Background: an optimization exercise with open tools, aiming at small area, a short achievable clock period and few clock cycles. Do not read the settings as production practice.
Only simulation tests tie the RTL to the original design; equivalence was not proved.

--- flow/constraint.sdc ---
create_clock -name core_clock -period 5.0 [get_ports {clk}]
set_input_delay 1.0000 -clock core_clock [delete_from_list [all_inputs] [get_ports {clk}]]
set_output_delay 1.0000 -clock core_clock [all_outputs]
set_load 0.01 [all_outputs]
--- flow/config.mk ---
export PLATFORM = sky130hd
export DESIGN_NAME = wire_codec
export DESIGN_NICKNAME = wire_codec
export VERILOG_FILES = /design/flow/design.v
export SDC_FILE = /design/flow/constraint.sdc
export NUM_CORES = 4
export LEC_CHECK = 0
export CAP_MARGIN = 20
export CORE_MARGIN = 2
export CORE_UTILIZATION = 40
export SLEW_MARGIN = 20
--- flow/run.sh ---
#!/bin/bash
# synth_recipe.tcl (not shown) runs the flow's synth.tcl, then flattens the netlist and writes it again
# the make line also repeats each setting of config.mk as NAME=value (left out here)
make -C /OpenROAD-flow-scripts/flow DESIGN_CONFIG=/design/flow/config.mk WORK_HOME=/design/flow/orfs CLKGATE_MAP_FILE= SYNTH_SCRIPT=/design/flow/synth_recipe.tcl finish
--- flow/design.v ---
module wire_codec (
    input  wire        clk,
    input  wire        rst,             
    input  wire        start,
    input  wire [2:0]  start_op,
    input  wire [7:0]  start_n,         
    input  wire [15:0] start_cmd,       
    input  wire [7:0]  start_addr,      
    input  wire [7:0]  start_crc,       
    output wire        busy,
    input  wire        in_valid,
    input  wire [7:0]  in_data,
    output wire        in_ready,
    output reg         out_valid,
    output reg  [7:0]  out_data,
    input  wire        out_ready,
    output reg         done,
    output reg  [15:0] status,
    output reg  [7:0]  res_crc,
    output reg  [7:0]  res_len
);
    localparam [2:0] OP_CRC_GEN   = 3'd0,
                     OP_CRC_CHECK = 3'd1,
                     OP_I2C_WRITE = 3'd2,
                     OP_I2C_READ  = 3'd3,
                     OP_SHDLC_TX  = 3'd4;
    localparam [15:0] ST_OK        = 16'd0;
    localparam [15:0] ST_CRC       = 16'd1;
    localparam [15:0] ST_BYTECOUNT = 16'd2;
    localparam [4:0] S_IDLE    = 5'd0,
                     S_CRC     = 5'd1,    
                     S_W_CMDH  = 5'd2,    
                     S_W_CMDL  = 5'd3,    
                     S_W_B0    = 5'd4,    
                     S_W_B1    = 5'd5,    
                     S_W_CRC   = 5'd6,    
                     S_R_B0    = 5'd7,    
                     S_R_B1    = 5'd8,    
                     S_R_CRC   = 5'd9,    
                     S_R_O0    = 5'd10,   
                     S_R_O1    = 5'd11,   
                     S_R_SKIP  = 5'd12,   
                     S_T_SOF   = 5'd13,   
                     S_T_HDR   = 5'd14,   
                     S_T_PAY   = 5'd15,   
                     S_T_CSUM  = 5'd16,   
                     S_T_ESC   = 5'd17,   
                     S_T_EOF   = 5'd18,   
                     S_FLUSH   = 5'd19,   
                     S_DONE    = 5'd20;
    function [7:0] crc_step;
        input [7:0] acc;
        input [7:0] b;
        integer k;
        reg [7:0] a;
        begin
            a = acc ^ b;
            for (k = 0; k < 8; k = k + 1) begin
                if (a[7]) a = {a[6:0], 1'b0} ^ 8'h31;
                else      a = {a[6:0], 1'b0};
            end
            crc_step = a;
        end
    endfunction
    function is_reserved;
        input [7:0] b;
        begin
            is_reserved = (b == 8'h7E) || (b == 8'h7D) || (b == 8'h11) || (b == 8'h13);
        end
    endfunction
    reg [4:0]  state;
    reg [2:0]  op;
    reg [7:0]  cnt;         
    reg [15:0] cmd;
    reg [7:0]  addr;
    reg [7:0]  expect_crc;
    reg [7:0]  acc;         
    reg [7:0]  csum;        
    reg [7:0]  b0, b1;      
    reg [1:0]  hdr_idx;
    reg [7:0]  esc_byte;
    reg [4:0]  esc_ret;     
    reg [15:0] result;
    wire out_free = !out_valid || out_ready;
    wire want_in = (state == S_CRC) ||
                   (state == S_W_B0) || (state == S_W_B1) ||
                   (state == S_R_B0) || (state == S_R_B1) || (state == S_R_CRC) ||
                   (state == S_R_SKIP) || (state == S_T_PAY);
    wire in_needs_out = (state == S_W_B0) || (state == S_W_B1) || (state == S_T_PAY);
    assign in_ready = want_in && (!in_needs_out || out_free);
    assign busy     = (state != S_IDLE);
    wire take = in_valid && in_ready;
    reg [7:0] hdr_byte;
    always @* begin
        case (hdr_idx)
            2'd0:    hdr_byte = addr;
            2'd1:    hdr_byte = cmd[7:0];
            default: hdr_byte = cnt;
        endcase
    end
    always @(posedge clk) begin
        if (rst) begin
            state     <= S_IDLE;
            out_valid <= 1'b0;
            done      <= 1'b0;
        end else begin
            done <= 1'b0;
            if (out_valid && out_ready)
                out_valid <= 1'b0;
            case (state)
                S_IDLE: begin
                    if (start) begin
                        op         <= start_op;
                        cmd        <= start_cmd;
                        addr       <= start_addr;
                        expect_crc <= start_crc;
                        acc        <= 8'hFF;
                        csum       <= 8'h00;
                        hdr_idx    <= 2'd0;
                        result     <= ST_OK;
                        res_len    <= 8'd0;
                        case (start_op)
                            OP_CRC_GEN, OP_CRC_CHECK: begin
                                cnt   <= start_n;
                                state <= (start_n == 8'd0) ? S_DONE : S_CRC;
                            end
                            OP_I2C_WRITE, OP_I2C_READ: begin
                                cnt <= start_n >> 1;
                                if (start_n[0] || (start_n > 8'd64)) begin
                                    result <= ST_BYTECOUNT;
                                    state  <= S_DONE;
                                end else if (start_op == OP_I2C_WRITE) begin
                                    state <= S_W_CMDH;
                                end else begin
                                    state <= (start_n == 8'd0) ? S_DONE : S_R_B0;
                                end
                            end
                            default: begin   
                                cnt   <= start_n;
                                state <= S_T_SOF;
                            end
                        endcase
                    end
                end
                S_CRC: begin
                    if (take) begin
                        acc <= crc_step(acc, in_data);
                        cnt <= cnt - 8'd1;
                        if (cnt == 8'd1) state <= S_DONE;
                    end
                end
                S_W_CMDH: begin
                    if (out_free) begin
                        out_valid <= 1'b1;
                        out_data  <= cmd[15:8];
                        state     <= S_W_CMDL;
                    end
                end
                S_W_CMDL: begin
                    if (out_free) begin
                        out_valid <= 1'b1;
                        out_data  <= cmd[7:0];
                        state     <= (cnt == 8'd0) ? S_FLUSH : S_W_B0;
                    end
                end
                S_W_B0: begin
                    if (take) begin
                        out_valid <= 1'b1;
                        out_data  <= in_data;
                        acc       <= crc_step(8'hFF, in_data);
                        state     <= S_W_B1;
                    end
                end
                S_W_B1: begin
                    if (take) begin
                        out_valid <= 1'b1;
                        out_data  <= in_data;
                        acc       <= crc_step(acc, in_data);
                        state     <= S_W_CRC;
                    end
                end
                S_W_CRC: begin
                    if (out_free) begin
                        out_valid <= 1'b1;
                        out_data  <= acc;
                        cnt       <= cnt - 8'd1;
                        state     <= (cnt == 8'd1) ? S_FLUSH : S_W_B0;
                    end
                end
                S_R_B0: begin
                    if (take) begin
                        b0    <= in_data;
                        state <= S_R_B1;
                    end
                end
                S_R_B1: begin
                    if (take) begin
                        b1    <= in_data;
                        state <= S_R_CRC;
                    end
                end
                S_R_CRC: begin
                    if (take) begin
                        cnt <= cnt - 8'd1;
                        if (crc_step(crc_step(8'hFF, b0), b1) == in_data) begin
                            state <= S_R_O0;
                        end else begin
                            result <= ST_CRC;
                            state  <= (cnt == 8'd1) ? S_FLUSH : S_R_SKIP;
                        end
                    end
                end
                S_R_O0: begin
                    if (out_free) begin
                        out_valid <= 1'b1;
                        out_data  <= b0;
                        state     <= S_R_O1;
                    end
                end
                S_R_O1: begin
                    if (out_free) begin
                        out_valid <= 1'b1;
                        out_data  <= b1;
                        res_len   <= res_len + 8'd2;
                        state     <= (cnt == 8'd0) ? S_FLUSH : S_R_B0;
                    end
                end
                S_R_SKIP: begin
                    if (take) begin
                        if (hdr_idx == 2'd2) begin
                            hdr_idx <= 2'd0;
                            cnt     <= cnt - 8'd1;
                            if (cnt == 8'd1) state <= S_FLUSH;
                        end else begin
                            hdr_idx <= hdr_idx + 2'd1;
                        end
                    end
                end
                S_T_SOF: begin
                    if (out_free) begin
                        out_valid <= 1'b1;
                        out_data  <= 8'h7E;
                        state     <= S_T_HDR;
                    end
                end
                S_T_HDR: begin
                    if (out_free) begin
                        out_valid <= 1'b1;
                        csum      <= csum + hdr_byte;
                        hdr_idx   <= hdr_idx + 2'd1;
                        if (is_reserved(hdr_byte)) begin
                            out_data <= 8'h7D;
                            esc_byte <= hdr_byte ^ 8'h20;
                            state    <= S_T_ESC;
                            esc_ret  <= (hdr_idx != 2'd2) ? S_T_HDR :
                                        (cnt == 8'd0)     ? S_T_CSUM : S_T_PAY;
                        end else begin
                            out_data <= hdr_byte;
                            if (hdr_idx == 2'd2)
                                state <= (cnt == 8'd0) ? S_T_CSUM : S_T_PAY;
                        end
                    end
                end
                S_T_PAY: begin
                    if (take) begin
                        out_valid <= 1'b1;
                        csum      <= csum + in_data;
                        cnt       <= cnt - 8'd1;
                        if (is_reserved(in_data)) begin
                            out_data <= 8'h7D;
                            esc_byte <= in_data ^ 8'h20;
                            state    <= S_T_ESC;
                            esc_ret  <= (cnt == 8'd1) ? S_T_CSUM : S_T_PAY;
                        end else begin
                            out_data <= in_data;
                            if (cnt == 8'd1) state <= S_T_CSUM;
                        end
                    end
                end
                S_T_CSUM: begin
                    if (out_free) begin
                        out_valid <= 1'b1;
                        if (is_reserved(~csum)) begin
                            out_data <= 8'h7D;
                            esc_byte <= (~csum) ^ 8'h20;
                            esc_ret  <= S_T_EOF;
                            state    <= S_T_ESC;
                        end else begin
                            out_data <= ~csum;
                            state    <= S_T_EOF;
                        end
                    end
                end
                S_T_ESC: begin
                    if (out_free) begin
                        out_valid <= 1'b1;
                        out_data  <= esc_byte;
                        state     <= esc_ret;
                    end
                end
                S_T_EOF: begin
                    if (out_free) begin
                        out_valid <= 1'b1;
                        out_data  <= 8'h7E;
                        state     <= S_FLUSH;
                    end
                end
                S_FLUSH: begin
                    if (!out_valid || out_ready)
                        state <= S_DONE;
                end
                default: begin   
                    done  <= 1'b1;
                    state <= S_IDLE;
                    if (op == OP_CRC_CHECK && result == ST_OK && acc != expect_crc)
                        status <= ST_CRC;
                    else
                        status <= result;
                    res_crc <= acc;
                end
            endcase
        end
    end
endmodule
==> impl_metrics.tcl <==
set metrics [dict create \
    outcome "no timing/DRC/antenna violations" \
    cap_violations 0 \
    hold_path_depth 0 \
    yosysTopAreaCell "edfxtp_1" \
    grt_max_degree 44 \
    fillers 1794 \
    slowest_stage "clkdlybuf4s50_1" \
    regArea_sq_um 3623 \
    ctsHoldBuffers 0 \
    overflow 0 \
    cpPeakStageDelay_ps 580 \
    via_count 6357 \
    multiInputGateArea_sq_um 3865 \
    fp-row-count 51 \
    peakVddDrop_mv 0.2838 \
    regToRegSetupSlack_ps 1530 \
    post-route-period-util_pct 77.04 \
    drt_wl_total_um 21720 \
    clockBufferDepth 2 \
    whs_ps 474.2 \
    synthCells 770 \
    cts_made_buffers 17 \
    grt_usage_pct 21.62 \
    cts_tree "done" \
    cp_data_arrival_time_ps 2850 \
    first_iter_violations 887 \
    fin_nets 921 \
    hold_path_class "reg -> reg" \
    antenna_found_initial 0 \
    holdPathEnd "status[1]" \
    gp_congestion 0.9044 \
    dp_hpwl_um 15900 \
    core-area_sq_um 19270 \
    gr-usage-met2_pct 33.36 \
    timing.setup.tns_ps 0 \
    clock_sinks 123 \
    critPathMaxFanout 5 \
    crit_top_cell "clkdlybuf4s50_1" \
    start_util_pct 40.44 \
    io_buffers 84 \
    drc 0 \
    async_flop_share_pct 0 \
    grt_use_met1_pct 30.05 \
    clk_pin_slew_worst_paths_ps 60 \
    hold_viol 0 \
    yosys-top-cells-area "edfxtp_1 (45%), xnor2_1 (7.2%), nor2_1 (4.3%)" \
    total_power_mw 4.636 \
    cp.required_ps 4000 \
    synthFlopType "edfxtp_1" \
    grtUsageMet3_pct 4.132 \
    r2r-start "state[2]" \
    cp_cell_sequence "clkdlybuf4s50_1 > nand2b_1 > o21ai_0 > a31o_2 > a21oi_1 > clkdlybuf4s50_1" \
    syn_area_per_cell_sq_um 10.12 \
    ys_ff_latch 123 \
    drive_gt1_share_pct 8.681 \
    tightest_slew_ps 967.0 \
    final_cell_mix "edfxtp_1 (116), nor2_1 (89), clkdlybuf4s50_1 (84)" \
    ys_seq_area_share_pct 46.49 \
    clk_latency_ps 430 \
    min_period_ps 3852 \
    finClkSkew_ps 11.28 \
    synth_edf_count 116 \
    die-height_um 143.6 \
    power_density_nw_per_um2 487.9 \
    synth_top_area_share_pct 44.69 \
    die_w_um 143.6 \
    grt_pass1_wl_um 33560 \
    relSlewSlack_pct 35.53 \
    critPathTopFamily "buffers and inverters" \
    wl_per_cell_um 19.24 \
    ys_types 76 \
    grt_pass1_vias 5874 \
    min_from "result[1]" \
    postCtsSetupRepairBufs 0 \
    setup_violations 0 \
    yosysWarningCount 1 \
    top_usage_layer "met2" \
    finalMaxSlewViolations 0 \
    end_kind "output pin" \
    diodes 0 \
    max_freq_mhz 259.6 \
    cts_resized 0 \
    drtAntennaViolNets 0 \
    vias_per_cell 5.631 \
    die_area_sq_um 20620 \
    ctsHtreeMaxLevel 4 \
    reg2reg_depth 13 \
    cts_root_buf "clkbuf_16" \
    area_growth_pct 21.93 \
    path_class "in -> out" \
    reg2reg_to "csum[7]" \
    path_buf_inv 2 \
    dr.pass1.iters 5 \
    pin_count 100 \
    netlist_area_sq_um 7794 \
    mostFrequentLayoutCell "edfxtp_1" \
    grt_setup_unrepaired "false" \
    p_leak_nw 3.272 \
    start_kind "input port" \
]
## metal layers
| metal | vias to the layer above | wire, um |
|---|---|---|
| met3 | 36 | 1727 |
| met4 | 0 | 534 |
| met1 | 3012 | 9494 |
| li1 | 2997 | - |
| met2 | 312 | 9964 |
| met5 | - | 0 |
## layout make-up
class                      count  area share, %
inverter                      13         0.5135
clock buffer                  17          4.477
clock inverter                15          2.001
timing repair buffer         106          10.72
sequential                   123          38.13
multi-input combinational    590          40.67
tap                          265          3.489
## report_power, final
group          switching [mW]  internal [mW]
Sequential              0.125           1.37
Clock                   0.492          0.793
Combinational            1.10          0.754
Total                    1.72           2.92
## state kept, by name, indices dropped and copies added, names as in the netlist, 7 cells and up
name        count
acc             8
cnt             8
esc_byte        8
out_data        8
res_len         7
addr            8
expect_crc      8
b1              8
b0              8
cmd            16
res_crc         8
csum            8
## through the flow
stage	instance area, sq um	util [%]	setup WS [ps]	std cells
2_1_floorplan	7846	-	353.4	784
3_3_place_gp	8867	46.01	1114	1096
3_5_place_dp	8867	46.01	1046	1096
4_1_cts	9483	49.21	1150	1128
5_1_grt	9503	49.31	1088	1129
6_report	9503	49.31	1148	1129
## logic make-up after synthesis
group | after synthesis | synth area share (%)
buffers and inverters | 71 | 4.768
muxes | 12 | 1.573
xor gates and xnor gates | 93 | 11.27
other | 1 | 0.04812
adders and majority gates | 15 | 2.472
DFF | 123 | 46.49
AOI/OAI and AO/OA | 210 | 17.80
and+or+nand+nor | 245 | 15.57
## worst reg2reg max path, delay by kind of cell (launching register included)
kind                     cells  cell delay, ps
adder cells (fa/ha/maj)      1             280
AND/OR/NAND/NOR              4            1130
flip-flops                   1             330
AO/OA/AOI/OAI                7            1350
XOR/XNOR                     1             130
## Yosys cell counts, drive strengths merged (12+ instances only)
cell type  instances
nor3              14
nand2             40
clkbuf            26
o21ai             46
a221oi            15
a21oi             65
nand2b            23
xor2              24
buf               32
inv               12
nor2              91
ha                13
a22o              12
edfxtp           116
xnor2             65
## worst max path at each step
stage                           from           to  slack, ps  cells after the start
after floorplan           in_data[3]  esc_byte[0]        350                      7
after global placement    in_data[5]     state[3]       1110                     10
after detailed placement  in_data[5]     state[3]       1050                     10
after CTS                  out_ready     in_ready       1150                      6
after global routing       out_ready     in_ready       1090                      6
final                      out_ready     in_ready       1150                      6
Testbench counts, summed over its fixed seeds: cycles 39,263.

==> afterwards: timing with drivers on the ports <==
The flow's constraints put no driver on any port. The routed layout listed below was extracted and timed again, unchanged, in two steps.
Step 1 assumes that a clkbuf_16 drives the clock port and a buf_2 every other input.
Step 2 moves the port delays by t, midway between the first and last clock arrival at a register: inputs arrive t later, outputs are due t later. That takes back most of the time a late clock gives input paths.
Three values: ideal ports, drivers, drivers and shift; two values: the first two.
t (ns): 0.470
slack for setup (ns): 1.148 / 1.119 / 1.011
latest minus earliest clock arrival (ns): 0.012 / 0.012
worst slew at a driven data input, ns: 0.04
cell pins on the clock port's net: 1
After both steps setup and hold are still met in this run. For this run, drivers alone change the setup slack by -0.029 ns; drivers and shift together by -0.137 ns.
